What follows belongs to an exercise in optimizing a design on an open flow for small area, a short achievable clock period and few clock cycles; a production flow would make more cautious choices.
Power is estimated from default activity; no workload was simulated.

== job 101 ==
Design akdv_core, start of the top module:
module akdv_core (
    input  wire        clk,
    input  wire        rst,           
    input  wire        cmd_valid,
    output wire        cmd_ready,
    input  wire [1:0]  cmd_op,        
    input  wire [8:0]  cmd_w,
    input  wire [8:0]  cmd_h,
    input  wire [3:0]  cmd_b,
    input  wire [7:0]  cmd_idx,
    output reg         rsp_valid,
    output reg  [3:0]  rsp_acc,
    input  wire        grid_valid,
    output wire        grid_ready,
    input  wire [23:0] grid_rgb,      
    input  wire        pix_valid,
    output wire        pix_ready,
    input  wire [23:0] pix_rgb,       
    output reg         out_valid,
    output reg  [7:0]  out_byte,
    input  wire        rx_valid,
    output wire        rx_ready,
    input  wire [7:0]  rx_byte,
    output reg         lum_valid,
    output reg         lum_bit,
    output reg  [8:0]  lum_pre,
    output reg  [8:0]  lum_post,
    output wire        fault,
    output reg  [1:0]  fault_code     
);
    localparam PH_IDLE  = 2'd0;
    localparam PH_GRID  = 2'd1;
    localparam PH_PIX   = 2'd2;
    localparam PH_FAULT = 2'd3;
    function [3:0] bump;
        input [3:0] a;
        input       inc;
        begin
            if (inc)
                bump = (a == 4'd15) ? 4'd15 : a + 4'd1;
            else
                bump = (a == 4'd0) ? 4'd0 : a - 4'd1;
        end
    endfunction
    reg  [1:0]  ph;
    reg         dec;
    reg         sess;          
    reg         f0;            
    reg  [8:0]  cfg_w;
    reg  [8:0]  cfg_h;
    reg  [3:0]  cfg_b;
    reg  [8:0]  gxe;           
    reg  [8:0]  gye;           
    reg  [5:0]  ksub;          
    reg  [8:0]  nacc;          
    reg  [8:0]  npix;          
    reg  [7:0]  nm1;           
    reg  [8:0]  rem;           
    reg         cmd_rdy, grid_rdy, pix_rdy, rx_rdy;
    reg         fault_r;
    reg  [6:0]  ecnt;          
    reg         eflag;
    reg         ef0;           
    reg  [7:0]  cp;            
    reg  [8:0]  cpx;           
  ...
Size: roughly 140 I/O pins.
clock: 15.0 ns
lec_check: 0
cap_margin: 60
core_margin: 2
core_utilization: 40
slew_margin: 60
standard.sh (not shown) runs the stock make flow with config.mk's settings and CLKGATE_MAP_FILE= SYNTH_SCRIPT=/design/flow/synth_recipe.tcl, a recipe that flattens the netlist after the stock synthesis.
==> flow/flow/run.sh <==
#!/bin/bash
# Standard layout, with fast buffers on the ports instead of the default
# delay-cell buffers that buffer_ports picks on its own.
set -euo pipefail
export BUFFER_PORTS_ARGS="-buffer_cell sky130_fd_sc_hd__buf_4"
bash standard.sh > standard_flow.log 2>&1
--- input diff job 101..job 102 ---
-- flow/design.v --
<<< job 101, line 130
    end
    reg  [8:0]  rem_n;
    wire [8:0]  rem_m1 = rem - 9'd1;
    wire [8:0]  rem_rx = rem - {2'b00, rx_len_r};
    always @(*) begin
        rem_n = rx_sub ? rem_rx : rem;
        if (grid_fire & last_cell)
            rem_n = nacc_nx;
        else if (pix_fire)
            rem_n = rem_m1;
    end
    genvar mi;
>>> job 102, line 130
    end
    reg  [8:0]  rem_n;
    always @(*) begin
        rem_n = rem - {8'd0, pix_fire | rx_fire} - (rx_sub ? {2'b00, rx_len_r - 7'd1} : 9'd0);
        if (grid_fire & last_cell)
            rem_n = nacc_nx;
    end
    genvar mi;
<<< job 101, line 247
            grid_ok  <= safe_n;
            pix_ok   <= pix_ok_n;
            rx_ok    <= ~rx_fire & ((ecnt_r == 7'd0) | ((ecnt_r == 7'd1) & iss_ok_n));
            cmd_rdy  <= (ph != PH_PIX) & ~(grid_fire & last_cell) & ~rx_fire & ~pix_fire &
                        (ecnt_r == 7'd0) & ~cmd_rd & ~rd_pend &
>>> job 102, line 243
            grid_ok  <= safe_n;
            pix_ok   <= pix_ok_n;
            rx_ok    <= rx_fire ? ((rx_len == 7'd1) & (rem != 9'd1) & iss_ok_n) :
                                  ((ecnt_r == 7'd0) | ((ecnt_r == 7'd1) & iss_ok_n));
            cmd_rdy  <= (ph != PH_PIX) & ~(grid_fire & last_cell) & ~rx_fire & ~pix_fire &
                        (ecnt_r == 7'd0) & ~cmd_rd & ~rd_pend &
<<< job 101, line 257
            pix_rdy  <= ~dec & ~cmd_fire & pix_ok_n &
                        (((ph == PH_PIX) & ~(pix_fire & (rem == 9'd1))) | (grid_fire & last_cell));
            rx_rdy   <= dec & ~cmd_fire & ~rx_fire & ((ph == PH_PIX) | (grid_fire & last_cell)) &
                        ((ecnt_r == 7'd0) | ((ecnt_r == 7'd1) & iss_ok_n));
            fault_r  <= ((ph == PH_FAULT) & ~cmd_start & ~cmd_reset) |
                        (rx_fire & (rx_zero | rx_over));
>>> job 102, line 254
            pix_rdy  <= ~dec & ~cmd_fire & pix_ok_n &
                        (((ph == PH_PIX) & ~(pix_fire & (rem == 9'd1))) | (grid_fire & last_cell));
            rx_rdy   <= dec & ~cmd_fire & ((ph == PH_PIX) | (grid_fire & last_cell)) &
                        (rx_fire ? ((rx_len == 7'd1) & (rem != 9'd1) & iss_ok_n) :
                                   ((ecnt_r == 7'd0) | ((ecnt_r == 7'd1) & iss_ok_n)));
            fault_r  <= ((ph == PH_FAULT) & ~cmd_start & ~cmd_reset) |
                        (rx_fire & (rx_zero | rx_over));
Findings:
- Between job 101 and job 102, the cell area reported after detailed placement does not differ in any meaningful way.
- Of job 102 and job 101, it is job 102 that has the lower least setup slack across all paths after layout.
- From job 101 to job 102 the numbers moved as follows: clock latency on the worst-skew pair down 0.03 ns, sequential area share after synthesis did not really move.
- Job 101 -> job 102: clock network power consumption decreased by a few percent
- The run showing the smaller via count is job 102.
- Compared with job 101, in job 102 power now sits lower, worst slew slack as a fraction of its limit shows a reduction of 2.5 points.
No run of this note included a check of the RTL's function; only the layout flow was run.

akdv_core, a different RTL version from the one above (not shown whole).
Size: roughly 4000 cells after synthesis, roughly 140 I/O pins.
clock: 15.0 ns
lec_check: 0
cap_margin: 60
core_margin: 2
core_utilization: 40
slew_margin: 60
Scripts as last shown in full above: flow/flow/run.sh
Edit:
--- a/flow/design.v
+++ b/flow/design.v
@@ -76,24 +76,29 @@
     reg         rot_rd;        
     reg         rot_ra;        
     reg  [3:0]  rot_row;
     reg  [3:0]  rot_left;      
     reg  [3:0]  rot_step;      
     assign cmd_ready  = cmd_rdy;
     assign grid_ready = grid_rdy;
     assign pix_ready  = pix_rdy;
     assign rx_ready   = rx_rdy;
     assign fault      = fault_r;
-    wire        cmd_fire  = cmd_valid & cmd_rdy;
-    wire        grid_fire = grid_valid & grid_rdy;
-    wire        pix_fire  = pix_valid & pix_rdy;
-    wire        rx_fire   = rx_valid & rx_rdy;
+    reg         cmd_ok, grid_ok, pix_ok, rx_ok;
+    wire        cmd_en    = (ph != PH_PIX) & cmd_ok;
+    wire        grid_en   = (ph == PH_GRID) & grid_ok;
+    wire        pix_en    = (ph == PH_PIX) & ~dec & pix_ok;
+    wire        rx_en     = (ph == PH_PIX) & dec & rx_ok;
+    wire        cmd_fire  = cmd_valid & cmd_en;
+    wire        grid_fire = grid_valid & grid_en;
+    wire        pix_fire  = pix_valid & pix_en;
+    wire        rx_fire   = rx_valid & rx_en;
     wire        cmd_start = cmd_fire & ~cmd_op[1];
     wire        cmd_reset = cmd_fire & (cmd_op == 2'd3);
     wire        cmd_rd    = cmd_fire & (cmd_op == 2'd2);
     wire [7:0]  b2        = cfg_b * cfg_b;
     wire [8:0]  nacc_nx   = nacc + {1'b0, b2};
     wire        row_end_g = (gxe == cfg_w);
     wire        last_cell = row_end_g & (gye == cfg_h);
     wire [6:0]  rx_len    = rx_byte[6:0];
     wire        rx_zero   = (rx_len == 7'd0);
     reg         rem_big;
@@ -213,40 +218,54 @@
                             (~wrap_now & ((ksub_1 < crow) | (blk_last & (ksub_1 < ccell))));
     wire [7:0]  cp_n1     = cp_adv + 8'd1;
     wire        pix_ok_n  = ~(ra_pend_n & ((cp_adv[7:4] == ra_row_n) | (cp_n1[7:4] == ra_row_n))) &
                             ~blk_all;
     always @(posedge clk) begin
         if (rst) begin
             ph       <= PH_IDLE;
             sess     <= 1'b0;
             f0       <= 1'b0;
             cmd_rdy  <= 1'b1;
+            cmd_ok   <= 1'b1;
+            grid_ok  <= 1'b0;
+            pix_ok   <= 1'b0;
+            rx_ok    <= 1'b0;
             grid_rdy <= 1'b0;
             pix_rdy  <= 1'b0;
             rx_rdy   <= 1'b0;
             fault_r  <= 1'b0;
             ecnt     <= 7'd0;
             ra_pend  <= 1'b0;
             rx_sub   <= 1'b0;
         end else begin
             rx_sub   <= rx_fire;
             ph       <= ph_n;
             ecnt     <= ecnt_n;
             ra_pend  <= ra_pend_n;
+            cmd_ok   <= ~rx_fire & ~pix_fire & (ecnt_r == 7'd0) & ~cmd_rd & ~rd_pend &
+                        ~(rot_busy & rot_rd & (rot_left != 4'd0));
+            grid_ok  <= safe_n;
+            pix_ok   <= pix_ok_n;
+            rx_ok    <= ~rx_fire & ((ecnt_r == 7'd0) | ((ecnt_r == 7'd1) & iss_ok_n));
             cmd_rdy  <= (ph != PH_PIX) & ~(grid_fire & last_cell) & ~rx_fire & ~pix_fire &
                         (ecnt_r == 7'd0) & ~cmd_rd & ~rd_pend &
                         ~(rot_busy & rot_rd & (rot_left != 4'd0));
-            grid_rdy <= (ph_n == PH_GRID) & safe_n;
-            pix_rdy  <= (ph_n == PH_PIX) & ~dec & pix_ok_n;
-            rx_rdy   <= (ph_n == PH_PIX) & dec & ~rx_fire &
+            grid_rdy <= (cmd_start |
+                         ((ph == PH_GRID) & ~cmd_reset & ~(grid_fire & last_cell)) |
+                         (pix_fire & (rem == 9'd1)) |
+                         (rx_fire & rx_last)) & safe_n;
+            pix_rdy  <= ~dec & ~cmd_fire & pix_ok_n &
+                        (((ph == PH_PIX) & ~(pix_fire & (rem == 9'd1))) | (grid_fire & last_cell));
+            rx_rdy   <= dec & ~cmd_fire & ~rx_fire & ((ph == PH_PIX) | (grid_fire & last_cell)) &
                         ((ecnt_r == 7'd0) | ((ecnt_r == 7'd1) & iss_ok_n));
-            fault_r  <= (ph_n == PH_FAULT);
+            fault_r  <= ((ph == PH_FAULT) & ~cmd_start & ~cmd_reset) |
+                        (rx_fire & (rx_zero | rx_over));
             if (cmd_start) begin
                 sess <= 1'b1;
                 f0   <= 1'b1;
             end
             if (cmd_reset)
                 sess <= 1'b0;
             if ((pix_fire & (rem == 9'd1)) | (rx_fire & rx_last))
                 f0 <= 1'b0;
         end
     end
@@ -289,21 +308,21 @@
         cby   <= cby_n;
         ccell <= ccell_n;
         crow  <= crow_n;
         ef0   <= ef0_n;
         ra_row <= ra_row_n;
     end
     reg  [23:0] in_rgb;
     reg         gv1;           
     reg  [5:0]  k1;
     always @(posedge clk) begin
-        in_rgb <= grid_rdy ? grid_rgb : pix_rgb;
+        in_rgb <= ph[1] ? pix_rgb : grid_rgb;       
         k1     <= ksub;
         if (rst) begin
             gv1 <= 1'b0;
             pv1 <= 1'b0;
         end else begin
             gv1 <= grid_fire;
             pv1 <= pix_fire;
         end
     end
     wire [9:0]  sum1     = {2'b00, in_rgb[23:16]} + {2'b00, in_rgb[15:8]} + {2'b00, in_rgb[7:0]};
Result: The new run ran to the end with no violations; non-clock buffer count stays the same; sequential share of layout area fell by 0.27 points; core utilization fell by 0.14 points; maximum frequency grows by 8.8%; final area increases by 0.55%; setup slack is better by 0.40 ns; total power falls by 2.1%; worst hold slack gets better by 0.016 ns; clock power drops by about 2%; flip-flop and latch count increases by 4; sequential power barely changes; final cell count is about the same; die area went up by 0.44%.
No functional check of the RTL was part of any run of this note.

==> re-timing with driven ports <==
The flow's constraints put no driver on any port. The routed layouts listed below were extracted and timed again, unchanged, in two steps. Step 1: set_driving_cell puts a clkbuf_16 on clk and a buf_2 on each other input, an assumption about the parent block. Step 2 moves the port delays by t, midway between the first and last clock arrival at a register: inputs arrive t later, outputs are due t later. That takes back most of the time a late clock gives input paths. Three values: no drivers, after step 1, after step 2; two values: the first two.
run | t, ns | setup slack, ns | clock arrival spread, ns | worst slew at a driven data input, ns
job 101 | 0.889 | 10.499 / 10.422 / 9.778 | 0.080 / 0.079 | 0.11
job 102 | 0.887 | 9.335 / 9.332 / 8.445 | 0.064 / 0.064 | 0.10
the first run of note 2 | 0.898 | 10.053 / 10.087 / 9.189 | 0.044 / 0.044 | 0.07
the second run of note 2 | 0.900 | 10.452 / 10.370 / 9.889 | 0.085 / 0.085 | 0.12
After both steps setup and hold are still met in every run listed. For job 102, which loses most, drivers alone change the setup slack by -0.003 ns; drivers and shift together by -0.890 ns.
